Background: an optimization exercise with open tools, aiming at small area. Do not read the settings as production practice.
Function was checked by simulation only, so behaviour that the tests miss may differ from the original.
No activity file was given, so power comes from the tool's default toggle rates.

**flow/design.v**
```verilog
module lnav_deframer (
    input  wire         clk,
    input  wire         rst,             
    input  wire [7:0]   in_data,
    input  wire         in_valid,
    output wire         in_ready,
    output wire [719:0] out_record,
    output wire         out_valid,
    input  wire         out_ready,
    input  wire [3:0]   status_index,
    output wire         status_bit
);
    localparam [7:0] ESC   = 8'h10;
    localparam [7:0] START = 8'h02;
    localparam [7:0] END   = 8'h03;
    localparam [6:0] FRAME_LEN = 7'd93;   
    localparam [6:0] SHIFT_LEN = 7'd92;   
    localparam [1:0] S_IDLE       = 2'd0;
    localparam [1:0] S_ESC_SEEN   = 2'd1;
    localparam [1:0] S_IN_FRAME   = 2'd2;
    localparam [1:0] S_IN_FRAME_E = 2'd3;
    reg [1:0]   state;
    reg [6:0]   buf_len;
    reg [7:0]   buf_xor;                  
    reg         id_ok;                    
    reg         out_pending;
    reg [719:0] rec;                      
    wire step = in_valid && !out_pending;
    wire is_esc   = (in_data == ESC);
    wire is_start = (in_data == START);
    wire is_end   = (in_data == END);
    reg       do_append;
    reg       do_clear;
    reg       do_dispatch;
    reg [1:0] next_state;
    always @(*) begin
        do_append   = 1'b0;
        do_clear    = 1'b0;
        do_dispatch = 1'b0;
        next_state  = state;
        case (state)
            S_IDLE: begin
                if (is_esc) next_state = S_ESC_SEEN;
            end
            S_ESC_SEEN: begin
                do_clear   = 1'b1;
                next_state = is_start ? S_IN_FRAME : S_IDLE;
            end
            S_IN_FRAME: begin
                if (is_esc) next_state = S_IN_FRAME_E;
                else        do_append  = 1'b1;
            end
            default: begin  
                if (is_esc) begin
                    do_append   = 1'b1;
                    next_state  = S_IN_FRAME;
                end else if (is_start) begin
                    do_clear    = 1'b1;
                    next_state  = S_IN_FRAME;
                end else begin
                    do_dispatch = is_end;
                    do_clear    = 1'b1;
                    next_state  = S_IDLE;
                end
            end
        endcase
    end
    wire frame_ok = (buf_xor == 8'h00) && (buf_len == FRAME_LEN) && id_ok;
    always @(posedge clk) begin
        if (rst) begin
            state   <= S_IDLE;
            buf_len <= 7'd0;
            buf_xor <= 8'h00;
        end else if (step) begin
            state <= next_state;
            if (do_clear) begin
                buf_len <= 7'd0;
                buf_xor <= 8'h00;
            end else if (do_append) begin
                if (buf_len != 7'd127) buf_len <= buf_len + 7'd1;
                buf_xor <= buf_xor ^ in_data;
            end
        end
    end
    always @(posedge clk) begin
        if (step && do_append) begin
            if (buf_len == 7'd0)
                id_ok <= (in_data[1:0] == 2'b00);
            else if (buf_len == 7'd1)
                id_ok <= id_ok && (in_data == 8'hE0);
        end
    end
    always @(posedge clk) begin
        if (step && do_append && buf_len < SHIFT_LEN)
            rec <= {in_data, rec[719:8]};
    end
    always @(posedge clk) begin
        if (rst) begin
            out_pending <= 1'b0;
        end else if (step && do_dispatch && frame_ok) begin
            out_pending <= 1'b1;
        end else if (out_pending && out_ready) begin
            out_pending <= 1'b0;
        end
    end
    assign in_ready   = !out_pending;
    assign out_valid  = out_pending;
    assign out_record = rec;
    assign status_bit = rec[704 + status_index];
endmodule
```
**flow/run.sh**
```bash
#!/bin/bash
# synth_recipe.tcl (not shown) runs the flow's synth.tcl, then flattens the netlist and writes it again
# the make line also repeats each setting of config.mk as NAME=value (left out here)
make -C /OpenROAD-flow-scripts/flow DESIGN_CONFIG=/design/flow/config.mk WORK_HOME=/design/flow/orfs CLKGATE_MAP_FILE= SYNTH_SCRIPT=/design/flow/synth_recipe.tcl finish
```
**flow/config.mk**
```make
export PLATFORM = sky130hd
export DESIGN_NAME = lnav_deframer
export DESIGN_NICKNAME = lnav_deframer
export VERILOG_FILES = /design/flow/design.v
export SDC_FILE = /design/flow/constraint.sdc
export NUM_CORES = 4
export LEC_CHECK = 0
export CAP_MARGIN = 20
export CORE_MARGIN = 2
export CORE_UTILIZATION = 40
export SLEW_MARGIN = 20
```
**flow/constraint.sdc**
```tcl
create_clock -name core_clock -period 8.0 [get_ports {clk}]
set_input_delay 1.6000 -clock core_clock [delete_from_list [all_inputs] [get_ports {clk}]]
set_output_delay 1.6000 -clock core_clock [all_outputs]
set_load 0.01 [all_outputs]
```
==> notes.md, run 1 <==
* Synth warn at 1
* Least-Margin Pin Slew at 1.19 ns
* Share of post-route cells with drive strength above 1 at roughly 7.4%
* Hold Fails Final Rpt at 0
* Initial antenna violation count at 2
* Mux contribution to synthesized area at less than 1%
* Main area contributors after synthesis: edfxtp_1 (94%), dfxtp_1 (1.6%), mux4_2 (0.49%)
* Pre-Repair DR Iteration Count at 5
* Vias in the first global route at 12100
* Async SR Flop Fraction at 0%
* Hold wc startpoint: rec[75]
* Outcome: no timing/DRC/antenna violations
* Final instance area at between 0.03 and 0.04 sq mm
* Initial Util at 40.6%
* Fin Hold WS at 0.423 ns
* Post-synth EDFFs at just over 700
* Sink Count at 739
* Syn Inst Count at around 870
* H-tree Lvls at 3
* Seq cells post-synth at 739
* Clock latency on the worst-skew pair at 0.60 ns
* Critical Path RT at 6.40 ns
* Cell area after synthesis at 0.0230 sq mm
* Pwr dens at 224 mW/mm^2
* Post-synthesis adder-cell area fraction at less than 1%
* Post-CTS setup buffers at 0
* CP Class: input port to output port
* Final Cycle Share at between 60% and 70%
* Yosys top cell by area: edfxtp_1
* Final setup vio count at 0
* Area occupied by multi-input gates at 976 sq um
* Netlist cell types at 45
* Worst slack at placement at 2.60 ns
* Hold WC Path Type: flop to flop
* Clock transition at the registers of the reported paths at 0.06 ns
* GRT overflow at 0
* All-Layer GR Usage at 21.4%
* Die extent in x at 244 um
* Peak VDD IR at 0.185 mV
* CP Launch Type: input port
* Routed WL per cell at approximately 26 um
* Logic pwr share at less than 1%
* Hold buffers post-CTS at 0
* Register area share after synthesis at 95.7%
* Layout fillers at 4187
* Syn Area/Cell at 26.3 sq um
* Iter 0 DRT Violations at just over 900
* Unrepaired setup endpoints after global routing: no
* CP Launch Point: status_index[0]
* Row cnt at 87
* Syn Nets at between 800 and 900
* Die ar. at just under 0.06 sq mm
* Max-slew violations at 0
* Die Y at 244 um
* TritonCTS clock tree: done
* Register Area at about 0.022 sq mm
* Gpl congestion at 0.887
* Ys flop type: edfxtp_1
* Post-DP HPWL at 48800 um
* Simple-gate area share of the yosys netlist at 1.90%
* Vias at 12100
* XOR/XNOR share of the synthesized area at less than 1%
* Post-synth top area share at a little over nine tenths
* Final antenna-violating net count at 0
* Total core area at ~0.057 sq mm
* Max Cap Violations at 0
* Total CTS buffers at 77
* FMAX at 185 MHz
* Sw Ratio at 19.1%
* CP max FO at 4
* Synth Area in Compound Gates at 1.07%
* Fin cells at 2506
* Port buffer count at 738
* Placed Cells at 2369
* Num ports at 739
* Critical path arrival at 3.80 ns
* Remaining DRCs at 0
* Largest family of logic cells by synthesized area: simple AND/OR/NAND/NOR gates
* Seq pwr share at 55.3%
* Rel. slew slack at 20.3%
* Post-Route Skew at between 0.02 and 0.03 ns
* Total power at 0.00756 W
* PostCTS Resize Cnt at 0
* CP Capture Type: output port
* Area growth syn-to-layout at 47.1%
* First-pass GRT wire length at 90400 um
* Worst setup margin at between 2 and 3 ns
* Static Leakage at ~10 nW
* Drt via density at 4.82
* Switching pwr at 0.00144 W
* Dpl cell area at 0.0315 sq mm
* Reg2reg start: out_pending
* P_int at 0.00612 W
* Largest net degree at the start of global routing at approximately 200
* Net count, final at 1711
* CTS Buffer Depth at 3
* Final WL at 66100 um
* Root Driver: clkbuf_16
* Clock power frac at 44.4%
* Post-route minimum period at roughly 5.4 ns
==> final cells by class <==
cell class	count	share of cell area (%)
diodes	1	0.00740
clock buffers	89	5.83
clock inverters	47	1.13
inverters	7	0.0777
multi-input cells	121	2.89
flip-flops and latches	739	65.1
well taps	756	2.80
repair buffers	746	22.2
==> cell usage after synthesis (all sizes together), types with 2 or more instances <==
cell and instances:
inv 7, nor3b 10, nand4 8, ha 3
nand2 3, and3 2, and3b 2, o21ai 6
or3 3, buf 3, a32oi 2, nor2 6
a21boi 7, nor2b 5, mux4 5, o41ai 2
nand3 7, a31oi 2, a22oi 3, clkbuf 4
and4 2, a21oi 5, nor3 11, nor4 2
mux2 7, or4 4, edfxtp 721, nand2b 2
dfxtp 18
==> logic make-up after synthesis <==
group	Yosys count
compound gates	34
xor+xnor	1
fa+ha+maj	3
buf+inv	14
flops	739
mux	12
simple gates	71
==> worst paths after layout <==
kind	endpoint	slack [ns]	cells past startpoint
max	status_bit	2.60	4
min	rec[67]	0.42	0
max reg2reg	rec[231]	5.44	4
min reg2reg	rec[67]	0.42	0
==> routing by layer <==
metal | vias to the layer above | share of wire, % | GRT usage, %
met5 | - | 0.020 | 0
met4 | 2 | 1.7 | 4.91
met3 | 66 | 11 | 10.6
met2 | 569 | 52 | 37.5
met1 | 6233 | 35 | 23.3
li1 | 5217 | - | -
==> state kept, by name, indices dropped and copies added (netlist names) <==
| signal | count |
|---|---|
| buf_len | 7 |
| buf_xor | 8 |
| id_ok | 1 |
| out_pending | 1 |
| rec | 720 |
| state | 2 |
==> critical path: stages <==
cell and delay, ns:
clkdlybuf4s50_1 0.62, mux4_2 0.55, mux4_2 0.53, clkdlybuf4s50_1 0.51
==> layout by cell type (no fill, tap or decap), types with 4 or more instances in the layout <==
cell type / count
mux2_2: 7
or4_1: 4
clkbuf_16: 77
nor2b_1: 5
clkbuf_1: 12
nand4_1: 8
nor2_1: 6
edfxtp_1: 721
inv_1: 7
nor3b_1: 8
clkdlybuf4s50_1: 738
clkinv_1: 24
bufinv_16: 5
clkinv_2: 12
o21ai_0: 5
nor3_1: 10
a21boi_0: 7
buf_12: 5
mux4_2: 5
dfxtp_1: 18
clkinv_8: 4
a21oi_1: 4
nand3_1: 6
==> power groups by stage <==
| stage | Sequential [W] | Clock [W] | Combinational [W] |
|---|---|---|---|
| floorplan | 0.00426 | 0 | 0.00000927 |
| global placement | 0.00426 | 0 | 0.0000246 |
| detailed placement | 0.00426 | 0 | 0.0000247 |
| CTS | 0.00418 | 0.00344 | 0.0000248 |
| global route | 0.00418 | 0.00359 | 0.0000264 |
| finish | 0.00418 | 0.00336 | 0.0000248 |
==> per-stage QoR <==
stage	setup TNS, ns	utilization [%]
finish	0	59.8
global route	0	59.8
CTS	0	59.8
detailed placement	0	55.6
global placement	0	55.6
floorplan	-4534.90	-
==> run 2, diff against run 1 <==
--- a/flow/config.mk
+++ b/flow/config.mk
@@ -7,5 +7,7 @@
 export LEC_CHECK = 0
 export CAP_MARGIN = 20
 export CORE_MARGIN = 2
-export CORE_UTILIZATION = 40
+export CORE_UTILIZATION = 65
+export CTS_BUF_LIST = sky130_fd_sc_hd__clkbuf_4
+export CTS_CLUSTER_SIZE = 30
 export SLEW_MARGIN = 20
==> notes.md, run 2 <==
* Initial Util at 66.2% (+26 points)
* XOR/XNOR share of the synthesized area at 0.0381% (unchanged)
* Log Error: [ERROR PPL-0024] Number of IO pins (739) exceeds maximum number of available positions (688). Increase the die perimeter from 768.26um to 1005.04um.
* Mux contribution to synthesized area at 0.833% (unchanged)
* Largest family of logic cells by synthesized area: simple AND/OR/NAND/NOR gates
* Register area share after synthesis at 95.7% (unchanged)
* Synth warn at 1 (unchanged)
* Synth Area in Compound Gates at 1.07% (unchanged)
* Outcome: stopped before the end
* Post-synth EDFFs at 721 (unchanged)
* Async SR Flop Fraction at 0% (unchanged)
* Most frequent cells after synthesis: edfxtp_1 (721), dfxtp_1 (18), nor3_1 (11)
* Post-synthesis adder-cell area fraction at 0.163% (unchanged)
* Die Y at 192 um (-21%)
* Netlist cell types at 45 (unchanged)
* Die extent in x at 192 um (-21%)
* Row cnt at 68 (-22%)
* Stage where the run ended: I/O pin placement (3_2_place_iop)
* Ys flop type: edfxtp_1
* Syn Area/Cell at 26.3 sq um (unchanged)
* Seq cells post-synth at 739 (unchanged)
* Main area contributors after synthesis: edfxtp_1 (94%), dfxtp_1 (1.6%), mux4_2 (0.49%)
* Syn Nets at 893 (unchanged)
* Syn Inst Count at 874 (unchanged)
* Post-synth top area share at 94.2% (unchanged)
* Count leader, synth: edfxtp_1
* Simple-gate area share of the yosys netlist at 1.90% (unchanged)
* Yosys top cell by area: edfxtp_1
* Cell area after synthesis at 0.0230 sq mm (unchanged)
run 2: kinds of logic after synthesis:
family | after synthesis
compound gates | 34
xor+xnor | 1
fa+ha+maj | 3
buf+inv | 14
flops | 739
mux | 12
simple gates | 71
==> run 3, diff against run 2 <==
--- a/flow/config.mk
+++ b/flow/config.mk
@@ -6,8 +6,8 @@
 export NUM_CORES = 4
 export LEC_CHECK = 0
 export CAP_MARGIN = 20
-export CORE_MARGIN = 2
-export CORE_UTILIZATION = 65
+export CORE_AREA = 2 2 108 398
 export CTS_BUF_LIST = sky130_fd_sc_hd__clkbuf_4
 export CTS_CLUSTER_SIZE = 30
+export DIE_AREA = 0 0 110 400
 export SLEW_MARGIN = 20
==> notes.md, run 3 <==
* Max FFs per register at 720
* Post-DP HPWL at between 40000 and 50000 um
* Pre-Repair DR Iteration Count at 5
* Max-slew violations at 0
* CTS Buffer Depth at 4
* Register area share after synthesis at 95.7% (unchanged)
* Total CTS buffers at 152
* Share of post-route cells with drive strength above 1 at between 10% and 20%
* CP Launch Type: input port
* CP max-delay cell: clkdlybuf4s50_1
* Routed WL per cell at 28.0 um
* Met1 usage at 33.0%
* Post-synth top area share at 94.2% (unchanged)
* Rel. slew slack at 25.6%
* Final antenna-violating net count at 0
* Peak VDD IR at 0.172 mV
* Largest net degree at the start of global routing at 197
* Netlist cell types at 45 (unchanged)
* Post-layout util at roughly four fifths
* GRT overflow at 0
* Critical Path RT at roughly 6.4 ns
* Crit-path cells: clkdlybuf4s50_1, mux4_2, mux4_2, clkdlybuf4s50_1
* Buf/Inv on CP at 2
* Count leader, synth: edfxtp_1
* Least-Margin Pin Slew at 1.11 ns
* Ys flop type: edfxtp_1
* Outcome: no timing/DRC/antenna violations
* FMAX at 183 MHz
* Syn Area/Cell at 26.3 sq um (unchanged)
* Post-CTS setup buffers at 0
* Final WL at between 60000 and 70000 um
* CP Capture Type: output port
* Hold Fails Final Rpt at 0
* Remaining DRCs at 0
* Clock transition at the registers of the reported paths at 0.09 ns
* Area growth syn-to-layout at 43.2%
* Most frequent cells in the layout: clkdlybuf4s50_1 (738), edfxtp_1 (721), clkbuf_4 (212), clkinv_1 (34), dfxtp_1 (18)
* PostCTS Resize Cnt at 0
* Initial Util at 55.3% (-11 points)
* Drt via density at approximately 5.4
* Cell area after synthesis at 0.0230 sq mm (unchanged)
* Hold WC Path Type: flop to flop
* Main area contributors after synthesis: edfxtp_1 (94%), dfxtp_1 (1.6%), mux4_2 (0.49%)
* Unrepaired setup endpoints after global routing: no
* Die ar. at 0.0440 sq mm
* Vias at ~13000
* Port buffer count at 738
* Placed Cells at 2127
* M3 GR Usage at 15.5%
* Syn Inst Count at 874 (unchanged)
* Die extent in x at 110 um (-43%)
* Seq cells post-synth at 739 (unchanged)
* Peak per-stage delay on the critical path at 0.63 ns
* CP max FO at 4
* Commonest non-fill, non-tap cell in the layout: clkdlybuf4s50_1
* Row cnt at 145 (+110%)
* Max Cap Violations at 0
* Net count, final at 1786
* Met2 Use GR at between 40 and 50%
* Iter 0 DRT Violations at 1259
* Initial antenna violation count at 4
* Async SR Flop Fraction at 0% (unchanged)
* Worst setup margin at ~2.5 ns
* Largest Register: rec
* H-tree Lvls at 4
* Pwr dens at 209 mW/mm^2
* Sink Count at 739
* Critical path arrival at ~3.9 ns
* Static Leakage at 10.0 nW
* Syn Nets at 893 (unchanged)
* Yosys top cell by area: edfxtp_1
* Post-synth EDFFs at 721 (unchanged)
* Final setup vio count at 0
* Worst slack at placement at 2.51 ns
* Post-route minimum period at 5.47 ns
* All-Layer GR Usage at 30.1%
* Gpl congestion at roughly 0.9
* Final Cycle Share at 68.4%
* Root Driver: clkbuf_4
* Synth warn at 1 (unchanged)
* Post-Route Skew at 0.0694 ns
* Die Y at 400 um (+110%)
* Hold buffers post-CTS at 0
* TritonCTS clock tree: done
* Fin cells at 2380
* Top Registers: rec x720, buf_xor x8, buf_len x7
* CP top delay family: buffers and inverters
* CP Class: input port to output port
* Clock latency on the worst-skew pair at 0.91 ns
* Busiest grt layer: met2
* Vias in the first global route at 13600
* Total core area at 0.0415 sq mm
* First-pass GRT wire length at 92600 um
* Fin Hold WS at around 0.42 ns
* Most frequent cells after synthesis: edfxtp_1 (721), dfxtp_1 (18), nor3_1 (11)
* Num ports at approximately 740
## run 3: cell counts after synthesis
Identical to the previous run, type by type.
## run 3: area by class of cell
type                    count  area (sq um)
repair buffers            746          7490
clock buffers             212          1590
inverters                   7          26.3
flip-flops and latches    739         22000
multi-input cells         121           976
clock inverters            40           181
well taps                 514           643
diodes                      1          2.50
fillers                  2346          8630
## run 3: stage by stage
stage,TNS (ns),total power (W),instance area (sq um)
2_1_floorplan,-4534.90,0.00427,23000
3_3_place_gp,0,0.00429,31100
3_5_place_dp,0,0.00429,31100
4_1_cts,0,0.00698,32900
5_1_grt,0,0.00712,32900
6_report,0,0.00689,32900
## run 3: routing by layer
layer	share of wire [%]	up-vias
met2	50	947
li1	-	5428
met5	0	-
met3	14	135
met1	32	6337
met4	3.8	0
## run 3: kinds of logic after synthesis
logic type | synth area share (%)
DFF | 95.7
xor gates and xnor gates | 0.0381
buffers and inverters | 0.250
and+or+nand+nor | 1.90
AOI/OAI and AO/OA | 1.07
muxes | 0.833
adders and majority gates | 0.163
## run 3: final timing paths
check,from,to,slack [ns],cells after the start
max reg2reg,out_pending,rec[77],4.90,4
min,rec[416],rec[408],0.42,0
min reg2reg,rec[416],rec[408],0.42,0
max,status_index[0],status_bit,2.53,4
## run 3: worst register-to-register path: stages, from the launching register on
cell and delay, ns:
dfxtp_1 0.37, and3b_1 0.38, nand3_4 0.14, a21oi_4 0.85, buf_12 0.75
## run 3: where the power goes
part           total [W]  internal, W  leakage (nW)  switching [W]
logic          0.0000244    0.0000126          3.40      0.0000118
clock network    0.00269      0.00125          1.06        0.00143
registers        0.00417      0.00417          5.53   0.0000000292
total            0.00689      0.00544          10.0        0.00145
==> run 4, diff against run 3 <==
==> flow/flow/run.sh (new file) <==
#!/bin/bash
# Standard layout with two changes: the port buffers are the smallest buffer
# (buf_1) instead of the resizer's default pick, and clock tree synthesis adds
# no dummy loads. Each tool's output goes to its own log under orfs/logs; the
# make output goes to flow_make.log.
set -euo pipefail
bash standard.sh \
  "BUFFER_PORTS_ARGS=-buffer_cell sky130_fd_sc_hd__buf_1" \
  "CTS_ARGS=-sink_clustering_enable -repair_clock_nets -sink_clustering_size 30 -buf_list sky130_fd_sc_hd__clkbuf_4 -dont_use_dummy_load" \
  finish > flow_make.log 2>&1
==> flow/standard.sh (new file) <==
#!/bin/bash
# synth_recipe.tcl (not shown) runs the flow's synth.tcl, then flattens the netlist and writes it again
# the make line also repeats each setting of config.mk as NAME=value (left out here)
make -C /OpenROAD-flow-scripts/flow DESIGN_CONFIG=/design/flow/config.mk WORK_HOME=/design/flow/orfs CLKGATE_MAP_FILE= SYNTH_SCRIPT=/design/flow/synth_recipe.tcl "${@:-finish}"
--- a/flow/config.mk
+++ b/flow/config.mk
@@ -6,8 +6,8 @@
 export NUM_CORES = 4
 export LEC_CHECK = 0
 export CAP_MARGIN = 20
-export CORE_AREA = 2 2 108 398
+export CORE_MARGIN = 2
+export CORE_UTILIZATION = 65
 export CTS_BUF_LIST = sky130_fd_sc_hd__clkbuf_4
 export CTS_CLUSTER_SIZE = 30
-export DIE_AREA = 0 0 110 400
 export SLEW_MARGIN = 20
removed: flow/run.sh
==> notes.md, run 4 <==
* Outcome: stopped before the end
* Stage where the run ended: I/O pin placement (3_2_place_iop)
* Log Error: [ERROR PPL-0024] Number of IO pins (739) exceeds maximum number of available positions (688). Increase the die perimeter from 768.26um to 1005.04um.
* Count leader, synth: edfxtp_1
* Die extent in x at 192 um (+75%)
* Die Y at 192 um (-52%)
* Syn Nets at 893 (unchanged)
* Row cnt at 68 (-53%)
* Synth warn at 1 (unchanged)
* Netlist cell types at 45 (unchanged)
* Cell area after synthesis at 0.0230 sq mm (unchanged)
* Syn Area/Cell at 26.3 sq um (unchanged)
* Initial Util at 66.2% (+11 points)
* Syn Inst Count at 874 (unchanged)
* Register area share after synthesis at 95.7% (unchanged)
* Main area contributors after synthesis: edfxtp_1 (94%), dfxtp_1 (1.6%), mux4_2 (0.49%)
* Async SR Flop Fraction at 0% (unchanged)
* Post-synth EDFFs at 721 (unchanged)
* Seq cells post-synth at 739 (unchanged)
* Most frequent cells after synthesis: edfxtp_1 (721), dfxtp_1 (18), nor3_1 (11)
* Yosys top cell by area: edfxtp_1
* Post-synth top area share at 94.2% (unchanged)
* Ys flop type: edfxtp_1
==> run 4: cells by family after synthesis <==
logic type	Yosys count	share of synthesized area, %
flops	739	95.7
simple gates	71	1.90
compound gates	34	1.07
buf+inv	14	0.250
mux	12	0.833
fa+ha+maj	3	0.163
xor+xnor	1	0.0381
==> run 5, diff against run 4 <==
--- a/flow/config.mk
+++ b/flow/config.mk
@@ -5,9 +5,10 @@
 export SDC_FILE = /design/flow/constraint.sdc
 export NUM_CORES = 4
 export LEC_CHECK = 0
+export ABC_AREA = 1
 export CAP_MARGIN = 20
-export CORE_MARGIN = 2
-export CORE_UTILIZATION = 65
+export CORE_AREA = 2 2 108 398
 export CTS_BUF_LIST = sky130_fd_sc_hd__clkbuf_4
 export CTS_CLUSTER_SIZE = 30
+export DIE_AREA = 0 0 110 400
 export SLEW_MARGIN = 20
==> notes.md, run 5 <==
* Peak VDD IR at 0.166 mV
* Clock transition at the registers of the reported paths at 0.07 ns
* Hold Fails Final Rpt at 0
* H-tree Lvls at 4
* Met1 wire length at 19900 um
* Commonest non-fill, non-tap cell in the layout: buf_1
* Post-Route Skew at 0.0680 ns
* Remaining DRCs at 0
* Share of post-route cells with drive strength above 1 at 10.8%
* Fin cells at between 2000 and 2500
* Port buffer count at between 700 and 800
* TritonCTS clock tree: done
* Iter 0 DRT Violations at 1114
* CP Capture Type: output port
* Total CTS buffers at roughly 150
* Post-CTS setup buffers at 0
* Initial Util at 55.7% (-11 points)
* Area growth syn-to-layout at 20.0%
* Post-route minimum period at 4.31 ns
* Vias in the first global route at ~13000
* Hold Path End: rec[56]
* Final WL at 60400 um
* Async SR Flop Fraction at 0% (unchanged)
* Clock latency on the worst-skew pair at 0.90 ns
* Syn Nets at 946 (+5.9%)
* Post-DP HPWL at 43000 um
* Largest net degree at the start of global routing at 201
* Row cnt at 145 (+110%)
* Hold wc startpoint: rec[64]
* Seq cells post-synth at 739 (unchanged)
* Syn Area/Cell at 24.9 sq um (-5.2%)
* Final antenna-violating net count at 0
* Initial antenna violation count at 2
* Critical Path RT at 6.40 ns
* Drt via density at ~5.4
* Hold WC Path Type: flop to flop
* Unrepaired setup endpoints after global routing: no
* Rel. slew slack at 27.2%
* Total core area at 0.0415 sq mm
* Count leader, synth: edfxtp_1
* Die ar. at approximately 0.044 sq mm
* Pre-Repair DR Iteration Count at 4
* Ys flop type: edfxtp_1
* Die Y at 400 um (+110%)
* CP Launch Type: input port
* Critical path arrival at 2.71 ns
* Vias at 12500
* Max Cap Violations at 0
* Post-layout util at approximately 67%
* First-pass GRT wire length at around 84000 um
* Hold buffers post-CTS at 0
* Pwr dens at between 200 and 250 mW/mm^2
* Most frequent cells in the layout: buf_1 (738), edfxtp_1 (721), clkbuf_4 (147), nand2_1 (29), inv_1 (21)
* Syn Inst Count at 927 (+6.1%)
* CTS Buffer Depth at 4
* Gpl congestion at 0.914
* CP Class: input port to output port
* WL met2 at 30000 um
* Uppermost routed layer: met4
* Final TNS setup at 0 ns
* Least-Margin Pin Slew at 1.09 ns
* Placed Cells at 2181
* Top Registers: rec x720, buf_xor x8, buf_len x7
* Reg2Reg Depth at 6
* Num ports at about 740
* Fin Hold WS at 0.403 ns
* PostCTS Resize Cnt at 0
* Net count, final at 1835
* Met3 WL at ~8000 um
* Die extent in x at 110 um (-43%)
* Main area contributors after synthesis: edfxtp_1 (94%), dfxtp_1 (1.6%), nand3_2 (0.56%)
* Register area share after synthesis at 95.2% (-0.56 points)
* Post-synth top area share at 93.6% (-0.55 points)
* Synth warn at 1 (unchanged)
* Largest Register: rec
* Reg2reg start: state[0]
* Cell area after synthesis at 0.0231 sq mm (+0.59%)
* Routed WL per cell at around 26 um
* Root Driver: clkbuf_4
* Final setup vio count at 0
* End of the worst register-to-register path: rec[229]
* CP max FO at 12
* Yosys top cell by area: edfxtp_1
* Most frequent cells after synthesis: edfxtp_1 (721), nand2_1 (30), inv_1 (25)
* Worst setup margin at 3.69 ns
* Max FFs per register at between 700 and 800
* Max-slew violations at 0
* All-Layer GR Usage at 26.8%
* Hold path cells at 0
* Final Cycle Share at 53.9%
* Reg2reg setup slack at between 4 and 5 ns
* GRT overflow at 0
* Worst slack at placement at 3.38 ns
* Sink Count at 739
* Outcome: no timing/DRC/antenna violations
* FMAX at 232 MHz
* Post-synth EDFFs at 721 (unchanged)
* Static Leakage at 8.70 nW
* Netlist cell types at 34 (-24%)
run 5: cell types whose count changed after synthesis, sizes merged, moves of 6 or more:
| cell | change |
|---|---|
| nand2 | +35 |
| inv | +24 |
| a21oi | +18 |
| nor2 | +16 |
| nand3 | +15 |
| nor3b | -10 |
| mux2 | -7 |
| nor3 | -7 |
| xor2 | +7 |
| a21boi | -6 |
run 5: kinds of logic (layout without fill, tap and decap cells):
kind of cell,Yosys count,count (layout),share of synthesized area (%)
DFF,739,739,95.2
and+or+nand+nor,98,98,2.47
AOI/OAI and AO/OA,38,38,0.947
buffers and inverters,36,923,0.725
xor gates and xnor gates,9,9,0.341
muxes,4,4,0.173
adders and majority gates,3,3,0.162
other,0,2,0
run 5: metal layers:
layer | track usage [%] | vias to the layer above
li1 | - | 5392
met1 | 30.1 | 6126
met2 | 43.1 | 870
met3 | 11.6 | 143
met4 | 13.2 | 0
met5 | 0 | -
run 5: report_power, final:
part           switching (W)  internal [W]  total (W)
Sequential       0.000000104       0.00418    0.00418
Combinational      0.0000171    0.00000746  0.0000246
Clock                0.00126      0.000847    0.00211
run 5: through the flow:
step                area, sq um  total power [W]
global placement          26600          0.00429
detailed placement        26600          0.00429
global route              27800          0.00654
floorplan                 23200          0.00428
finish                    27800          0.00631
CTS                       27800          0.00641
run 5: worst max path at each step:
stage / startpoint / endpoint / slack, ns / depth (start not counted)
after floorplan: in_data[2] / rec[0] / -5.26 / 7
after global placement: in_data[2] / rec[257] / 3.51 / 8
after detailed placement: in_data[2] / rec[387] / 3.38 / 8
after CTS: status_index[0] / status_bit / 3.71 / 6
after global routing: status_index[0] / status_bit / 3.54 / 7
final: status_index[0] / status_bit / 3.69 / 6
run 5: layout make-up:
| type | instances | area (sq um) |
|---|---|---|
| fillers | 2940 | 13800 |
| diodes | 2 | 5.00 |
| multi-input cells | 152 | 976 |
| well taps | 514 | 643 |
| repair buffers | 745 | 2870 |
| inverters | 31 | 144 |
| flip-flops and latches | 739 | 22000 |
| clock buffers | 147 | 1100 |
run 5: critical path, cell delays in order:
cell	delay [ns]
buf_1	0.40
mux2i_1	0.26
o21ai_0	0.09
o211ai_1	0.16
nand2_1	0.07
buf_1	0.13
==> run 6, diff against run 5 <==
--- a/flow/design.v
+++ b/flow/design.v
@@ -30,12 +30,11 @@
     wire is_start = (in_data == START);
     wire is_end   = (in_data == END);
     reg       do_append;
-    reg       do_clear;
     reg       do_dispatch;
     reg [1:0] next_state;
+    wire      do_clear = state[0] && is_start;    
     always @(*) begin
         do_append   = 1'b0;
-        do_clear    = 1'b0;
         do_dispatch = 1'b0;
         next_state  = state;
         case (state)
@@ -43,7 +42,6 @@
                 if (is_esc) next_state = S_ESC_SEEN;
             end
             S_ESC_SEEN: begin
-                do_clear   = 1'b1;
                 next_state = is_start ? S_IN_FRAME : S_IDLE;
             end
             S_IN_FRAME: begin
@@ -55,11 +53,9 @@
                     do_append   = 1'b1;
                     next_state  = S_IN_FRAME;
                 end else if (is_start) begin
-                    do_clear    = 1'b1;
                     next_state  = S_IN_FRAME;
                 end else begin
                     do_dispatch = is_end;
-                    do_clear    = 1'b1;
                     next_state  = S_IDLE;
                 end
             end
@@ -67,17 +63,18 @@
     end
     wire frame_ok = (buf_xor == 8'h00) && (buf_len == FRAME_LEN) && id_ok;
     always @(posedge clk) begin
-        if (rst) begin
-            state   <= S_IDLE;
-            buf_len <= 7'd0;
-            buf_xor <= 8'h00;
-        end else if (step) begin
+        if (rst)
+            state <= S_IDLE;
+        else if (step)
             state <= next_state;
+    end
+    always @(posedge clk) begin
+        if (step) begin
             if (do_clear) begin
                 buf_len <= 7'd0;
                 buf_xor <= 8'h00;
             end else if (do_append) begin
-                if (buf_len != 7'd127) buf_len <= buf_len + 7'd1;
+                if (!(buf_len[6] && buf_len[5])) buf_len <= buf_len + 7'd1;
                 buf_xor <= buf_xor ^ in_data;
             end
         end
--- a/flow/flow/run.sh
+++ b/flow/flow/run.sh
@@ -6,5 +6,5 @@
 set -euo pipefail
 bash standard.sh \
   "BUFFER_PORTS_ARGS=-buffer_cell sky130_fd_sc_hd__buf_1" \
-  "CTS_ARGS=-sink_clustering_enable -repair_clock_nets -sink_clustering_size 30 -buf_list sky130_fd_sc_hd__clkbuf_4 -dont_use_dummy_load" \
+  "CTS_ARGS=-sink_clustering_enable -repair_clock_nets -sink_clustering_size 20 -sink_clustering_max_diameter 45 -buf_list sky130_fd_sc_hd__clkbuf_8 -dont_use_dummy_load" \
   finish > flow_make.log 2>&1
==> notes.md, run 6 <==
* Outcome: no timing/DRC/antenna violations
* Most frequent cells after synthesis: edfxtp_1 (736), nor2_1 (34), inv_1 (24)
* Count leader, synth: edfxtp_1
* Hold WC Path Type: flop to flop
* Die extent in x at 110 um (unchanged)
* Vias in the first global route at 11700 (-9.9%)
* Num ports at 739 (unchanged)
* Total CTS buffers at 42 (-71%)
* CP Capture Type: output port
* Worst setup margin at 3.64 ns (-0.0467 ns)
* Reg2reg start: out_pending
* Post-synth top area share at 96.4% (+2.8 points)
* Routed WL per cell at 26.4 um (+1.8%)
* Netlist cell types at 24 (-29%)
* Commonest non-fill, non-tap cell in the layout: buf_1
* Reg2reg setup slack at 4.91 ns (+0.09 ns)
* Post-DP HPWL at 42400 um (-1.5%)
* Syn Area/Cell at 25.8 sq um (+3.6%)
* Die ar. at 0.0440 sq mm (unchanged)
* Static Leakage at 7.12 nW (-18%)
* Peak VDD IR at 0.203 mV (+22%)
* Vias at 11600 (-7.5%)
* Total core area at 0.0415 sq mm (unchanged)
* Hold buffers post-CTS at 0 (unchanged)
* PostCTS Resize Cnt at 0 (unchanged)
* All-Layer GR Usage at 25.0% (-1.8 points)
* Least-Margin Pin Slew at 1.24 ns (+0.147 ns)
* Initial Util at 55.2% (-0.50 points)
* Syn Inst Count at 887 (-4.3%)
* Async SR Flop Fraction at 0% (unchanged)
* CP Launch Type: input port
* Worst slack at placement at 3.33 ns (-0.0465 ns)
* Root Driver: clkbuf_8
* Iter 0 DRT Violations at 1001 (-10%)
* Largest net degree at the start of global routing at 205 (+2.0%)
* FMAX at 230 MHz (-1.1%)
* Post-route minimum period at 4.36 ns (+0.0467 ns)
* Max Cap Violations at 0 (unchanged)
* Hold Fails Final Rpt at 0 (unchanged)
* Post-Route Skew at 0.0395 ns (-0.0284 ns)
* Initial antenna violation count at 3 (+1)
* First-pass GRT wire length at 78300 um (-6.3%)
* Unrepaired setup endpoints after global routing: no
* CP top delay family: buffers and inverters
* Drt via density at 5.31 (-1.2%)
* Synth warn at 1 (unchanged)
* Syn Nets at 906 (-4.2%)
* Rel. slew slack at 17.4% (-9.8 points)
* Pre-Repair DR Iteration Count at 5 (+1)
* Net count, final at 1687 (-8.1%)
* GRT overflow at 0 (unchanged)
* Final antenna-violating net count at 0 (unchanged)
* Critical path arrival at 2.76 ns (+0.05 ns)
* Yosys top cell by area: edfxtp_1
* CP max FO at 16 (+4)
* Clock latency on the worst-skew pair at 0.63 ns (-0.27 ns)
* Total power at 0.00575 W (-8.9%)
* H-tree Lvls at 2 (-2)
* Peak per-stage delay on the critical path at 0.41 ns (about the same)
* Critical path depth in cells at 7 (+1)
* Die Y at 400 um (unchanged)
* Max FFs per register at 720 (unchanged)
* CP Launch Point: status_index[0]
* Clock transition at the registers of the reported paths at 0.11 ns (+0.04 ns)
* Share of post-route cells with drive strength above 1 at 3.48% (-7.3 points)
* Final Cycle Share at 54.5% (+0.58 points)
* Final WL at 57600 um (-4.7%)
* Sink Count at 739 (unchanged)
* Reg2Reg Depth at 5 (-1)
* Pwr dens at 213 mW/mm^2 (-6.3%)
* CTS Buffer Depth at 3 (-1)
* End of the worst register-to-register path: rec[641]
* Critical Path RT at 6.40 ns (about the same)
* Row cnt at 145 (unchanged)
* Port buffer count at 738 (unchanged)
* Largest Register: rec
* Post-CTS setup buffers at 0 (unchanged)
* Main area contributors after synthesis: edfxtp_1 (96%), nor2_1 (0.56%), inv_1 (0.39%)
* Worst setup path endpoint: status_bit
* Hold path cells at 0 (unchanged)
* Final setup vio count at 0 (unchanged)
* Register area share after synthesis at 96.7% (+1.5 points)
* TritonCTS clock tree: done
* Max-slew violations at 0 (unchanged)
* Cell area after synthesis at 0.0229 sq mm (-0.90%)
* Remaining DRCs at 0 (unchanged)
* Ys flop type: edfxtp_1
* Top Registers: rec x720, buf_xor x8, buf_len x7
* CP Class: input port to output port
* Buf/Inv on CP at 2 (unchanged)
* Post-synth EDFFs at 736 (+2.1%)
* Seq cells post-synth at 739 (unchanged)
* Area growth syn-to-layout at 17.8%
* Crit-path cells: buf_1, a21oi_1, o21ai_0, nand3_1, nand3_1, nand2_1, buf_1
* Most frequent cells in the layout: buf_1 (738), edfxtp_1 (736), clkbuf_8 (42), nor2_1 (30), inv_1 (24)
* Gpl congestion at 0.889 (-2.6%)
* CP max-delay cell: buf_1
-- run 6: cell count changes in the layout (fill, tap and decap cells not counted), sizes merged, moves of 7 or more --
cell / before / now
clkbuf: 147 / 42
dfxtp: 18 / 3
inv: 31 / 24
a21oi: 23 / 6
nor2: 22 / 35
xnor2: 1 / 9
edfxtp: 721 / 736
nand2: 38 / 25
-- run 6: metrics by stage --
step | TNS, ns | instances | hold WS (ns) | utilization, % | area [sq um]
CTS | 0 | 2180 | 0.439 | 65.0 | 27000
finish | 0 | 2181 | 0.448 | 65.0 | 27000
detailed placement | 0 | 2138 | 0.429 | 63.6 | 26400
global route | 0 | 2181 | 0.466 | 65.0 | 27000
global placement | 0 | 2138 | 0.431 | 63.6 | 26400
floorplan | -3817.66 | 887 | 0.455 | - | 22900
-- run 6: power breakdown --
part / switching, W / leakage, nW / internal, W
Combinational: 0.0000129 / 1.27 / 0.00000738
Sequential: 0.000000475 / 5.55 / 0.00419
Clock: 0.00106 / 0.302 / 0.000478
-- run 6: layout make-up --
cell class	instances	area [sq um]
Antenna cell	1	2.50
Clock buffer	42	578
Fill cell	2937	14600
Inverter	24	90.1
Multi-Input combinational cell	118	661
Sequential cell	739	22200
Tap cell	514	643
Timing Repair Buffer	743	2860
-- run 6: cells by family after synthesis --
group / count (synthesis) / synth area share (%)
flip-flops: 739 / 96.7
AND/OR/NAND/NOR: 85 / 1.67
buffers and inverters: 30 / 0.546
AO/OA/AOI/OAI: 18 / 0.464
XOR/XNOR: 12 / 0.459
adder cells (fa/ha/maj): 3 / 0.164
-- run 6: worst min path at each step --
stage	from	to	slack (ns)
after detailed placement	rec[302]	rec[294]	0.43
after global placement	rec[587]	rec[579]	0.43
after floorplan	state[1]	state[1]	0.45
after global routing	rec[484]	rec[476]	0.47
final	rec[467]	rec[459]	0.45
after CTS	rec[467]	rec[459]	0.44
-- run 6: routing by layer --
metal / wire [um] / track usage [%] / vias to the layer above
li1: - / - / 4986
met4: 2010 / 9.20 / 2
met3: 7190 / 9.26 / 87
met5: 13 / 0 / -
met2: 28100 / 40.8 / 782
met1: 20200 / 30.1 / 5729
==> run 7, diff against run 6 <==
--- a/flow/flow/run.sh
+++ b/flow/flow/run.sh
@@ -6,5 +6,5 @@
 set -euo pipefail
 bash standard.sh \
   "BUFFER_PORTS_ARGS=-buffer_cell sky130_fd_sc_hd__buf_1" \
-  "CTS_ARGS=-sink_clustering_enable -repair_clock_nets -sink_clustering_size 20 -sink_clustering_max_diameter 45 -buf_list sky130_fd_sc_hd__clkbuf_8 -dont_use_dummy_load" \
+  "CTS_ARGS=-sink_clustering_enable -repair_clock_nets -sink_clustering_size 16 -sink_clustering_max_diameter 40 -buf_list sky130_fd_sc_hd__clkbuf_8 -dont_use_dummy_load" \
   finish > flow_make.log 2>&1
==> flow/config.mk (replaced) <==
export PLATFORM = sky130hd
export DESIGN_NAME = lnav_deframer
export DESIGN_NICKNAME = lnav_deframer
export VERILOG_FILES = /design/flow/design.v
export SDC_FILE = /design/flow/constraint.sdc
export NUM_CORES = 4
export LEC_CHECK = 0
export CAP_MARGIN = 20
export CORE_AREA = 2 2 82 420
export DIE_AREA = 0 0 84 422
export SLEW_MARGIN = 20
==> notes.md, run 7 <==
* Initial Util at 68.9% (+14 points)
* Num ports at 739 (unchanged)
* Net count, final at 1647 (-2.4%)
* Row cnt at 153 (+5.5%)
* Max-slew violations at 0 (unchanged)
* Hold buffers post-CTS at 0 (unchanged)
* Clock power frac at 28.6% (+1.8 points)
* Port buffer count at 738 (unchanged)
* Register Area at 0.0222 sq mm (unchanged)
* CP Class: input port to output port
* PostCTS Resize Cnt at 0 (unchanged)
* Peak per-stage delay on the critical path at 0.54 ns (+0.13 ns)
* Clock latency on the worst-skew pair at 0.62 ns (about the same)
* Largest Register: rec
* Post-DP HPWL at 38700 um (-8.8%)
* Syn Nets at 849 (-6.3%)
* CP max FO at 4 (-12)
* Max Cap Violations at 0 (unchanged)
* Die ar. at 0.0354 sq mm (-19%)
* P_int at 0.00478 W (+2.2%)
* Count leader, synth: edfxtp_1
* Pre-Repair DR Iteration Count at 5 (unchanged)
* Initial antenna violation count at 1 (-2)
* Buf/Inv on CP at 2 (unchanged)
* Area growth syn-to-layout at 17.9% (about the same)
* Gpl congestion at 0.895 (+0.58%)
* Post-Route Skew at 0.0578 ns (+0.0183 ns)
* Top Registers: rec x720, buf_xor x8, buf_len x7
* Unrepaired setup endpoints after global routing: no
* CP max-delay cell: mux4_2
* Busiest grt layer: met2
* Post-synth top area share at 96.8% (+0.39 points)
* Least-Margin Pin Slew at 1.02 ns (-0.215 ns)
* Final antenna-violating net count at 0 (unchanged)
* Ys flop type: edfxtp_1
* CP Capture Type: output port
* M3 GR Usage at 9.09% (-0.17 points)
* Most numerous cell on the critical path: buf_1
* Static Leakage at 7.06 nW (-0.85%)
* Area occupied by multi-input gates at 668 sq um (+1.1%)
* Total CTS buffers at 52 (+24%)
* Cell area after synthesis at 0.0228 sq mm (-0.40%)
* Outcome: no timing/DRC/antenna violations
* Syn Inst Count at 830 (-6.4%)
* CP Launch Type: input port
* Rel. slew slack at 31.8% (+14 points)
* Max FFs per register at 720 (unchanged)
* Iter 0 DRT Violations at 1103 (+10%)
* First-pass GRT wire length at 76400 um (-2.4%)
* Logic pwr share at 0.3% (about the same)
* Most frequent cells in the layout: buf_1 (738), edfxtp_1 (736), clkbuf_8 (52), nor2_1 (15), xnor2_1 (9)
* TritonCTS clock tree: done
* Synth warn at 1 (unchanged)
* Hold Fails Final Rpt at 0 (unchanged)
* Worst setup margin at 3.45 ns (-0.190 ns)
* Die Y at 422 um (+5.5%)
* Drt via density at 5.80 (+9.2%)
* Largest net degree at the start of global routing at 199 (-2.9%)
* Worst slack at placement at 3.14 ns (-0.194 ns)
* Yosys top cell by area: edfxtp_1
* Vias in the first global route at 11400 (-2.2%)
* Sink Count at 739 (unchanged)
* Critical Path RT at 6.40 ns (about the same)
* Most frequent cells after synthesis: edfxtp_1 (736), nor2_1 (16), xnor2_1 (9)
* CP top delay family: multiplexers
* CTS Buffer Depth at 3 (unchanged)
* Total core area at 0.0331 sq mm (-20%)
* Final WL at 53900 um (-6.4%)
* Met2 Use GR at 49.3% (+8.5 points)
* Seq cells post-synth at 739 (unchanged)
* Sw Ratio at 18.9% (+0.16 points)
* Main area contributors after synthesis: edfxtp_1 (97%), mux4_1 (0.35%), xnor2_1 (0.35%)
* Pwr dens at 219 mW/mm^2 (+2.8%)
* Post-CTS setup buffers at 0 (unchanged)
* Final setup vio count at 0 (unchanged)
* Post-route minimum period at 4.55 ns (+0.190 ns)
* Layout fillers at 1651 (-44%)
* Switching pwr at 0.00111 W (+3.3%)
* Root Driver: clkbuf_8
* Seq pwr share at 71.1% (-1.7 points)
* Share of post-route cells with drive strength above 1 at 4.24% (+0.76 points)
* Final Cycle Share at 56.8% (+2.4 points)
* GRT overflow at 0 (unchanged)
* Post-synth EDFFs at 736 (unchanged)
* Vias at 11700 (+0.86%)
* Clock transition at the registers of the reported paths at 0.09 ns (-0.02 ns)
* Total power at 0.00589 W (+2.4%)
* All-Layer GR Usage at 30.0% (+5.0 points)
* Commonest non-fill, non-tap cell in the layout: buf_1
* Peak VDD IR at 0.247 mV (+22%)
* Async SR Flop Fraction at 0% (unchanged)
* Met1 usage at 37.9% (+7.8 points)
* H-tree Lvls at 2 (unchanged)
* FMAX at 220 MHz (-4.2%)
* Netlist cell types at 36 (+50%)
* Hold WC Path Type: flop to flop
* Crit-path cells: buf_1, mux4_2, nor2b_1, a211oi_2, a21oi_1, buf_1
* Register area share after synthesis at 97.1% (+0.39 points)
* Routed WL per cell at 26.7 um (+1.4%)
* Die extent in x at 84 um (-24%)
* Remaining DRCs at 0 (unchanged)
* Critical path arrival at 2.95 ns (+0.19 ns)
* Syn Area/Cell at 27.5 sq um (+6.4%)
* Final TNS setup at 0 ns (unchanged)
## run 7: cell count changes after synthesis, sizes merged, moves of 4 or more
cell	previous run	this run
mux4	0	4
nand2	25	6
o211ai	4	0
nor2	35	16
inv	24	4
nand3	16	5
## run 7: layer usage
layer / wire length [um] / part of all wire, %
met3: 6340 / 12
met5: 0 / 0
met4: 2030 / 3.8
met1: 18000 / 33
met2: 27500 / 51
## run 7: worst reg2reg max path, delay by kind of cell (launching register included)
family | cells | cell delay [ns]
and+or+nand+nor | 3 | 0.67
AOI/OAI and AO/OA | 1 | 0.16
buffers and inverters | 2 | 1.46
DFF | 1 | 0.48
## run 7: cell type report
cell class | count | area share (%)
flip-flops and latches | 739 | 82.4
repair buffers | 746 | 10.6
multi-input cells | 85 | 2.48
diodes | 1 | 0.00930
clock buffers | 52 | 2.66
inverters | 4 | 0.0558
well taps | 387 | 1.80
## run 7: path summary, 6_finish.rpt
path	from	end	cells past startpoint	slack, ns
max	status_index[0]	status_bit	6	3.45
min	rec[344]	rec[336]	0	0.40
max reg2reg	buf_len[2]	rec[21]	6	4.85
min reg2reg	rec[344]	rec[336]	0	0.40
## run 7: power groups by stage
stage	sequential [W]	combinational (W)	clock, W
floorplan	0.00427	0.00000743	0
global placement	0.00427	0.0000161	0
detailed placement	0.00427	0.0000166	0
CTS	0.00419	0.0000167	0.00173
global route	0.00419	0.0000181	0.00184
finish	0.00419	0.0000168	0.00169
## run 7: metrics by stage
step	instances	cell area (sq um)	util, %	hold slack (ns)
4_1_cts	2013	26900	81.2	0.399
3_3_place_gp	1961	26200	79.1	0.428
2_1_floorplan	830	22900	-	0.471
6_report	2014	26900	81.2	0.398
3_5_place_dp	1961	26200	79.1	0.429
5_1_grt	2014	26900	81.2	0.402
## run 7: cell families after synthesis
| logic type | share of synthesized area (%) |
|---|---|
| adders and majority gates | 0.164 |
| muxes | 0.537 |
| DFF | 97.1 |
| buffers and inverters | 0.121 |
| xor gates and xnor gates | 0.499 |
| and+or+nand+nor | 1.19 |
| AOI/OAI and AO/OA | 0.400 |
==> run 8, diff against run 7 <==
--- a/flow/flow/run.sh
+++ b/flow/flow/run.sh
@@ -6,5 +6,5 @@
 set -euo pipefail
 bash standard.sh \
   "BUFFER_PORTS_ARGS=-buffer_cell sky130_fd_sc_hd__buf_1" \
-  "CTS_ARGS=-sink_clustering_enable -repair_clock_nets -sink_clustering_size 16 -sink_clustering_max_diameter 40 -buf_list sky130_fd_sc_hd__clkbuf_8 -dont_use_dummy_load" \
+  "CTS_ARGS=-sink_clustering_enable -repair_clock_nets -sink_clustering_size 18 -sink_clustering_max_diameter 35 -buf_list sky130_fd_sc_hd__clkbuf_8 -dont_use_dummy_load" \
   finish > flow_make.log 2>&1
==> notes.md, run 8 <==
* Outcome: no timing/DRC/antenna violations
* Critical Path RT at 6.40 ns (about the same)
* Remaining DRCs at 0 (unchanged)
* Net count, final at 1642 (-0.30%)
* Netlist cell types at 36 (unchanged)
* CTS Buffer Depth at 3 (unchanged)
* Cell area after synthesis at 0.0228 sq mm (unchanged)
* Peak VDD IR at 0.239 mV (-3.4%)
* Syn Inst Count at 830 (unchanged)
* Gpl congestion at 0.895 (unchanged)
* Hold buffers post-CTS at 0 (unchanged)
* Initial antenna violation count at 1 (unchanged)
* Unrepaired setup endpoints after global routing: no
* CP Capture Type: output port
* Total CTS buffers at 47 (-9.6%)
* Reg2Reg Depth at 6 (unchanged)
* Ys flop type: edfxtp_1
* Commonest non-fill, non-tap cell in the layout: buf_1
* Yosys top cell by area: edfxtp_1
* Final Cycle Share at 56.9% (about the same)
* Least-Margin Pin Slew at 1.05 ns (+0.0269 ns)
* Fin Hold WS at 0.383 ns (-0.0158 ns)
* Area growth syn-to-layout at 17.6%
* Reg2reg start: buf_len[2]
* Num ports at 739 (unchanged)
* Hold Path End: rec[552]
* TritonCTS clock tree: done
* Port buffer count at 738 (unchanged)
* Die ar. at 0.0354 sq mm (unchanged)
* CP Launch Point: status_index[0]
* Sink Count at 739 (unchanged)
* Main area contributors after synthesis: edfxtp_1 (97%), mux4_1 (0.35%), xnor2_1 (0.35%)
* Count leader, synth: edfxtp_1
* Post-route minimum period at 4.55 ns (+0.00299 ns)
* First-pass GRT wire length at 76000 um (-0.56%)
* Static Leakage at 7.02 nW (-0.51%)
* All-Layer GR Usage at 29.7% (-0.21 points)
* Most frequent cells after synthesis: edfxtp_1 (736), nor2_1 (16), xnor2_1 (9)
* Syn Nets at 849 (unchanged)
* Max FFs per register at 720 (unchanged)
* End of the worst register-to-register path: rec[12]
* Initial Util at 68.9% (unchanged)
* Row cnt at 153 (unchanged)
* Register area share after synthesis at 97.1% (unchanged)
* Post-DP HPWL at 38700 um (unchanged)
* Reg2reg setup slack at 4.82 ns (-0.03 ns)
* Final antenna-violating net count at 0 (unchanged)
* Post-CTS setup buffers at 0 (unchanged)
* Rel. slew slack at 30.0% (-1.8 points)
* Switching pwr at 0.00109 W (-2.2%)
* Logic pwr share at 0.3% (about the same)
* Worst setup margin at 3.45 ns (-0.00299 ns)
* Largest Register: rec
* Async SR Flop Fraction at 0% (unchanged)
* Pwr dens at 217 mW/mm^2 (-1.1%)
* Critical path arrival at 2.95 ns (about the same)
* Root Driver: clkbuf_8
* Vias in the first global route at 11400 (-0.58%)
* CP Class: input port to output port
* Drt via density at 5.80 (-0.12%)
* Synth warn at 1 (unchanged)
* Post-synth EDFFs at 736 (unchanged)
* Routed WL per cell at 26.6 um (-0.42%)
* Hold Fails Final Rpt at 0 (unchanged)
* Vias at 11600 (-0.37%)
* Clock transition at the registers of the reported paths at 0.11 ns (+0.02 ns)
* Seq pwr share at 72.0% (+0.9 points)
* Sw Ratio at 18.7% (-0.18 points)
* Total core area at 0.0331 sq mm (unchanged)
* Iter 0 DRT Violations at 883 (-20%)
* P_int at 0.00472 W (-1.1%)
* CP max FO at 4 (unchanged)
* Max-slew violations at 0 (unchanged)
* Share of post-route cells with drive strength above 1 at 3.95% (-0.30 points)
* Clock power frac at 27.7% (-0.9 points)
* Most frequent cells in the layout: buf_1 (738), edfxtp_1 (736), clkbuf_8 (47), nor2_1 (15), xnor2_1 (9)
* Hold WC Path Type: flop to flop
* PostCTS Resize Cnt at 0 (unchanged)
* Hold wc startpoint: rec[560]
* Die extent in x at 84 um (unchanged)
* Total power at 0.00581 W (-1.3%)
* CP Launch Type: input port
* Die Y at 422 um (unchanged)
* Hold path cells at 0 (unchanged)
* H-tree Lvls at 2 (unchanged)
* Syn Area/Cell at 27.5 sq um (unchanged)
* Post-synth top area share at 96.8% (unchanged)
* Post-Route Skew at 0.0723 ns (+0.0145 ns)
* FMAX at 220 MHz (about the same)
* GRT overflow at 0 (unchanged)
* Pre-Repair DR Iteration Count at 5 (unchanged)
* Worst slack at placement at 3.14 ns (unchanged)
* Max Cap Violations at 0 (unchanged)
* Final WL at 53500 um (-0.67%)
* Largest net degree at the start of global routing at 199 (unchanged)
* Top Registers: rec x720, buf_xor x8, buf_len x7
* Seq cells post-synth at 739 (unchanged)
* Final setup vio count at 0 (unchanged)
* Clock latency on the worst-skew pair at 0.62 ns (about the same)
run 8: area by class of cell:
cell class,instances,area [sq um]
Sequential cell,739,22200
Fill cell,1674,6280
Timing Repair Buffer,746,2860
Multi-Input combinational cell,85,668
Clock buffer,47,647
Tap cell,387,484
Inverter,4,15.0
Antenna cell,1,2.50
run 8: through the flow:
step / TNS (ns) / instances / utilization [%] / cell area (sq um)
finish: 0 / 2009 / 81.0 / 26800
global route: 0 / 2009 / 81.0 / 26800
CTS: 0 / 2008 / 81.0 / 26800
detailed placement: 0 / 1961 / 79.1 / 26200
global placement: 0 / 1961 / 79.1 / 26200
floorplan: -3938.38 / 830 / - / 22900
run 8: worst max path at each step:
stage	endpoint	cells after the start
floorplan	rec[0]	4
global placement	rec[53]	7
detailed placement	rec[12]	7
CTS	status_bit	6
global route	status_bit	6
finish	status_bit	6
run 8: metal layers:
| layer | vias up | global-route usage (%) | share of wire, % |
|---|---|---|---|
| li1 | 4890 | - | - |
| met1 | 5777 | 37.8 | 34 |
| met2 | 877 | 48.6 | 51 |
| met3 | 99 | 8.94 | 12 |
| met4 | 0 | 11.7 | 3.9 |
| met5 | - | 0 | 0 |
run 8: cells by family (layout without fill, tap and decap cells):
kind of cell / count (synthesis) / after routing / share of synthesized area (%)
flops: 739 / 739 / 97.1
simple gates: 50 / 50 / 1.19
compound gates: 13 / 13 / 0.400
xor+xnor: 13 / 13 / 0.499
mux: 6 / 6 / 0.537
buf+inv: 6 / 797 / 0.121
fa+ha+maj: 3 / 3 / 0.164
other cells: 0 / 1 / 0
run 8: power groups by stage:
| stage | registers, W | clock network [W] | logic [W] |
|---|---|---|---|
| 5_1_grt | 0.00419 | 0.00176 | 0.0000181 |
| 3_3_place_gp | 0.00427 | 0 | 0.0000161 |
| 2_1_floorplan | 0.00427 | 0 | 0.00000743 |
| 6_report | 0.00419 | 0.00161 | 0.0000168 |
| 4_1_cts | 0.00419 | 0.00165 | 0.0000167 |
| 3_5_place_dp | 0.00427 | 0 | 0.0000166 |
run 8: critical path, stage by stage:
cell	delay, ns
buf_1	0.25
mux4_2	0.54
nor2b_1	0.15
a211oi_2	0.20
a21oi_1	0.06
buf_1	0.14
==> run 9, diff against run 8 <==
--- a/flow/design.v
+++ b/flow/design.v
@@ -14,7 +14,6 @@
     localparam [7:0] START = 8'h02;
     localparam [7:0] END   = 8'h03;
     localparam [6:0] FRAME_LEN = 7'd93;   
-    localparam [6:0] SHIFT_LEN = 7'd92;   
     localparam [1:0] S_IDLE       = 2'd0;
     localparam [1:0] S_ESC_SEEN   = 2'd1;
     localparam [1:0] S_IN_FRAME   = 2'd2;
@@ -30,11 +29,12 @@
     wire is_start = (in_data == START);
     wire is_end   = (in_data == END);
     reg       do_append;
+    reg       do_clear;
     reg       do_dispatch;
     reg [1:0] next_state;
-    wire      do_clear = state[0] && is_start;    
     always @(*) begin
         do_append   = 1'b0;
+        do_clear    = 1'b0;
         do_dispatch = 1'b0;
         next_state  = state;
         case (state)
@@ -42,6 +42,7 @@
                 if (is_esc) next_state = S_ESC_SEEN;
             end
             S_ESC_SEEN: begin
+                do_clear   = 1'b1;
                 next_state = is_start ? S_IN_FRAME : S_IDLE;
             end
             S_IN_FRAME: begin
@@ -53,9 +54,11 @@
                     do_append   = 1'b1;
                     next_state  = S_IN_FRAME;
                 end else if (is_start) begin
+                    do_clear    = 1'b1;
                     next_state  = S_IN_FRAME;
                 end else begin
                     do_dispatch = is_end;
+                    do_clear    = 1'b1;
                     next_state  = S_IDLE;
                 end
             end
@@ -63,18 +66,17 @@
     end
     wire frame_ok = (buf_xor == 8'h00) && (buf_len == FRAME_LEN) && id_ok;
     always @(posedge clk) begin
-        if (rst)
-            state <= S_IDLE;
-        else if (step)
+        if (rst) begin
+            state   <= S_IDLE;
+            buf_len <= 7'd0;
+            buf_xor <= 8'h00;
+        end else if (step) begin
             state <= next_state;
-    end
-    always @(posedge clk) begin
-        if (step) begin
             if (do_clear) begin
                 buf_len <= 7'd0;
                 buf_xor <= 8'h00;
             end else if (do_append) begin
-                if (!(buf_len[6] && buf_len[5])) buf_len <= buf_len + 7'd1;
+                if (buf_len != 7'd127) buf_len <= buf_len + 7'd1;
                 buf_xor <= buf_xor ^ in_data;
             end
         end
@@ -87,9 +89,11 @@
                 id_ok <= id_ok && (in_data == 8'hE0);
         end
     end
+    integer p;
     always @(posedge clk) begin
-        if (step && do_append && buf_len < SHIFT_LEN)
-            rec <= {in_data, rec[719:8]};
+        if (step && do_append)
+            for (p = 2; p < 92; p = p + 1)
+                if (buf_len == p) rec[8*(p-2) +: 8] <= in_data;
     end
     always @(posedge clk) begin
         if (rst) begin
==> flow/run.sh (new file) <==
#!/bin/bash
# synth_recipe.tcl (not shown) runs the flow's synth.tcl, then flattens the netlist and writes it again
# the make line also repeats each setting of config.mk as NAME=value (left out here)
make -C /OpenROAD-flow-scripts/flow DESIGN_CONFIG=/design/flow/config.mk WORK_HOME=/design/flow/orfs CLKGATE_MAP_FILE= SYNTH_SCRIPT=/design/flow/synth_recipe.tcl finish
--- a/flow/config.mk
+++ b/flow/config.mk
@@ -6,6 +6,6 @@
 export NUM_CORES = 4
 export LEC_CHECK = 0
 export CAP_MARGIN = 20
-export CORE_AREA = 2 2 82 420
-export DIE_AREA = 0 0 84 422
+export CORE_MARGIN = 2
+export CORE_UTILIZATION = 40
 export SLEW_MARGIN = 20
removed: flow/flow/run.sh
removed: flow/standard.sh
==> notes.md, run 9 <==
* Outcome: no timing/DRC/antenna violations
* H-tree Lvls at 3 (+1)
* Num ports at 739 (unchanged)
* CTS Buffer Depth at 3 (unchanged)
* Syn Area/Cell at 23.6 sq um (-14%)
* All-Layer GR Usage at 25.8% (-3.9 points)
* Synth warn at 1 (unchanged)
* Main area contributors after synthesis: edfxtp_1 (93%), nor2_1 (1.6%), dfxtp_1 (1.5%)
* Die ar. at 0.0604 sq mm (+70%)
* Initial Util at 40.5% (-28 points)
* Static Leakage at 11.1 nW (+58%)
* Final WL at 79800 um (+49%)
* Final TNS setup at 0 ns (unchanged)
* Post-synthesis adder-cell area fraction at 0.214% (+0.049 points)
* Final Cycle Share at 66.7% (+9.8 points)
* GRT overflow at 0 (unchanged)
* Count leader, synth: edfxtp_1
* CP Class: input port to output port
* Net count, final at 1830 (+11%)
* Vias in the first global route at 13000 (+14%)
* Clock latency on the worst-skew pair at 0.61 ns (about the same)
* Post-synth top area share at 92.5% (-4.3 points)
* Clock transition at the registers of the reported paths at 0.05 ns (-0.06 ns)
* PostCTS Resize Cnt at 0 (unchanged)
* WL met2 at 41500 um (+53%)
* Mux contribution to synthesized area at 0.481% (-0.056 points)
* Top Registers: rec x720, buf_xor x8, buf_len x7
* Register area share after synthesis at 94.1% (-3.0 points)
* Post-DP HPWL at 54700 um (+42%)
* Netlist cell types at 43 (+19%)
* Met1 wire length at 30000 um (+66%)
* XOR/XNOR share of the synthesized area at 0.225% (-0.27 points)
* Area growth syn-to-layout at 46.3%
* Largest Register: rec
* Least-Margin Pin Slew at 1.14 ns (+0.0908 ns)
* Row cnt at 88 (-42%)
* Max-slew violations at 0 (unchanged)
* Simple-gate area share of the yosys netlist at 3.68% (+2.5 points)
* Pre-Repair DR Iteration Count at 4 (-1)
* Uppermost routed layer: met4
* Syn Nets at 1013 (+19%)
* Yosys top cell by area: edfxtp_1
* Seq cells post-synth at 739 (unchanged)
* Critical Path RT at 6.40 ns (about the same)
* Pwr dens at 228 mW/mm^2 (+5.4%)
* Root Driver: clkbuf_16
* First-pass GRT wire length at 107000 um (+41%)
* Crit-path cells: clkdlybuf4s50_1, mux4_2, mux4_2, clkdlybuf4s50_1
* Die extent in x at 246 um (+190%)
* Commonest non-fill, non-tap cell in the layout: clkdlybuf4s50_1
* Post-CTS setup buffers at 0 (unchanged)
* Hold WC Path Type: flop to flop
* Initial antenna violation count at 1 (unchanged)
* CP Launch Type: input port
* Met3 WL at 5980 um (-3.3%)
* Total core area at 0.0578 sq mm (+75%)
* Max FFs per register at 720 (unchanged)
* Routed WL per cell at 30.4 um (+14%)
* Iter 0 DRT Violations at 1060 (+20%)
* Post-Route Skew at 0.0196 ns (-0.0528 ns)
* Critical path arrival at 3.73 ns (+0.78 ns)
* Largest net degree at the start of global routing at 57 (-71%)
* Share of post-route cells with drive strength above 1 at 7.73% (+3.8 points)
* Total CTS buffers at 75 (+60%)
* Max Cap Violations at 0 (unchanged)
* Vias at 13200 (+14%)
* Ant. Diodes at 0 (-1)
* Largest family of logic cells by synthesized area: simple AND/OR/NAND/NOR gates
* Peak per-stage delay on the critical path at 0.62 ns (+0.08 ns)
* Async SR Flop Fraction at 0% (unchanged)
* Post-synth EDFFs at 721 (-2.0%)
* CP max FO at 4 (unchanged)
* Unrepaired setup endpoints after global routing: no
* Gpl congestion at 0.862 (-3.6%)
* Most frequent cells after synthesis: edfxtp_1 (721), nor2_1 (99), nand2_1 (32)
* Rel. slew slack at 23.8% (-6.2 points)
* Hold buffers post-CTS at 0 (unchanged)
* Final setup vio count at 0 (unchanged)
* CP max-delay cell: clkdlybuf4s50_1
* CP Capture Type: output port
* Cell area after synthesis at 0.0234 sq mm (+2.5%)
* Ys flop type: edfxtp_1
* Layout fillers at 4209 (+150%)
* Port buffer count at 738 (unchanged)
* Drt via density at 5.04 (-13%)
* Final antenna-violating net count at 0 (unchanged)
* Synth Area in Compound Gates at 0.947% (+0.55 points)
* FMAX at 187 MHz (-15%)
* Peak VDD IR at 0.274 mV (+15%)
* Remaining DRCs at 0 (unchanged)
* Hold Fails Final Rpt at 0 (unchanged)
* Most frequent cells in the layout: clkdlybuf4s50_1 (730), edfxtp_1 (721), nor2_1 (99), clkbuf_16 (78), nand2_1 (32)
* Syn Inst Count at 993 (+20%)
* Sink Count at 739 (unchanged)
* Die Y at 246 um (-42%)
* Post-layout util at 59.2% (-22 points)
* Post-route minimum period at 5.33 ns (+0.784 ns)
* TritonCTS clock tree: done
==> run 9: cell types whose count changed after synthesis, moves of 4 or more <==
cell	previous run	this run
a31oi_1	0	4
nor2_1	16	99
dfxtp_1	3	18
o21ai_0	3	14
clkbuf_1	0	6
mux4_2	1	5
buf_2	1	7
nand2_1	6	32
nor3_1	2	8
edfxtp_1	736	721
xnor2_1	9	0
nand4_1	2	6
==> run 9: path summary, 6_finish.rpt <==
check                           cells past startpoint    endpoint       startpoint  slack (ns)
worst max register to register                      6    rec[478]         state[0]        4.69
worst min register to register                      1  buf_xor[2]       buf_xor[2]        0.49
worst max-delay path                                4  status_bit  status_index[0]        2.67
worst min-delay path                                1  buf_xor[2]       buf_xor[2]        0.49
==> run 9: metrics by stage <==
stage | instance area (sq um) | std cells | setup slack, ns | hold WS (ns) | power, W
after global placement | 31800 | 2496 | 2.67 | 0.474 | 0.00444
after detailed placement | 31800 | 2496 | 2.51 | 0.478 | 0.00444
after floorplan | 23400 | 993 | 3.84 | 0.446 | 0.00434
after CTS | 34200 | 2626 | 2.65 | 0.488 | 0.00787
final | 34200 | 2628 | 2.67 | 0.491 | 0.00781
after global routing | 34200 | 2628 | 2.59 | 0.525 | 0.00803
==> run 9: cells by family (layout without fill, tap and decap cells) <==
group | count (synthesis) | count (layout)
flip-flops | 739 | 739
AND/OR/NAND/NOR | 183 | 183
AO/OA/AOI/OAI | 36 | 36
buffers and inverters | 20 | 890
XOR/XNOR | 6 | 6
multiplexers | 5 | 5
adder cells (fa/ha/maj) | 4 | 4
==> run 9: cell type report <==
type | instances | area, sq um | area share [%]
multi-input combinational | 234 | 1300 | 3.81
clock inverter | 44 | 454 | 1.33
timing repair buffer | 754 | 7480 | 21.9
inverter | 6 | 22.5 | 0.0658
clock buffer | 86 | 1980 | 5.79
tap | 765 | 957 | 2.80
sequential | 739 | 22000 | 64.3
==> run 9: layer usage <==
metal | up-vias | global-route usage, %
met5 | - | 0
met4 | 0 | 8.41
met3 | 117 | 6.68
met2 | 650 | 44.8
met1 | 6937 | 31.6
li1 | 5540 | -
==> run 9: power breakdown <==
group / leakage [nW] / switching (W) / internal (W)
combinational: 3.30 / 0.0000922 / 0.0000144
sequential: 6.62 / 0.0000000321 / 0.00424
clock: 1.18 / 0.00142 / 0.00204
==> run 9: worst max-delay path, delay by kind of cell <==
family / cells / cell delay (ns)
mux: 2 / 1.02
buf+inv: 2 / 1.12

[re-timing with driven ports]
How much do the figures lean on ideal ports? The routed layouts below were timed once more, with nothing changed but the port constraints.
Step 1 assumes that a clkbuf_16 drives the clock port and a buf_2 every other input.
Step 2 also shifts input and output timing later by t, the mid clock arrival at the registers, as if the neighbouring blocks saw the same clock.
Three values: ideal ports, drivers, drivers and shift; two values: the first two.
run	t, ns	setup WS [ns]	worst setup path at the end	worst register clock-pin slew, ns
run 1	0.647	2.600 / 2.517 / 2.517	input to output	0.06 / 0.06
run 3	0.916	2.529 / 2.391 / 2.391	input to output	0.10 / 0.10
run 5	0.917	3.689 / 3.594 / 3.332	input to register	0.09 / 0.09
run 6	0.669	3.643 / 3.552 / 3.312	input to register	0.12 / 0.12
run 7	0.667	3.452 / 3.413 / 3.150	input to register	0.11 / 0.11
run 8	0.649	3.449 / 3.410 / 3.153	input to register	0.12 / 0.12
run 9	0.661	2.665 / 2.605 / 2.553	input to register	0.07 / 0.07
After both steps setup and hold are still met in every run listed. The setup slack of run 5, which loses most, moves by -0.095 ns with the drivers and by -0.357 ns with both steps.
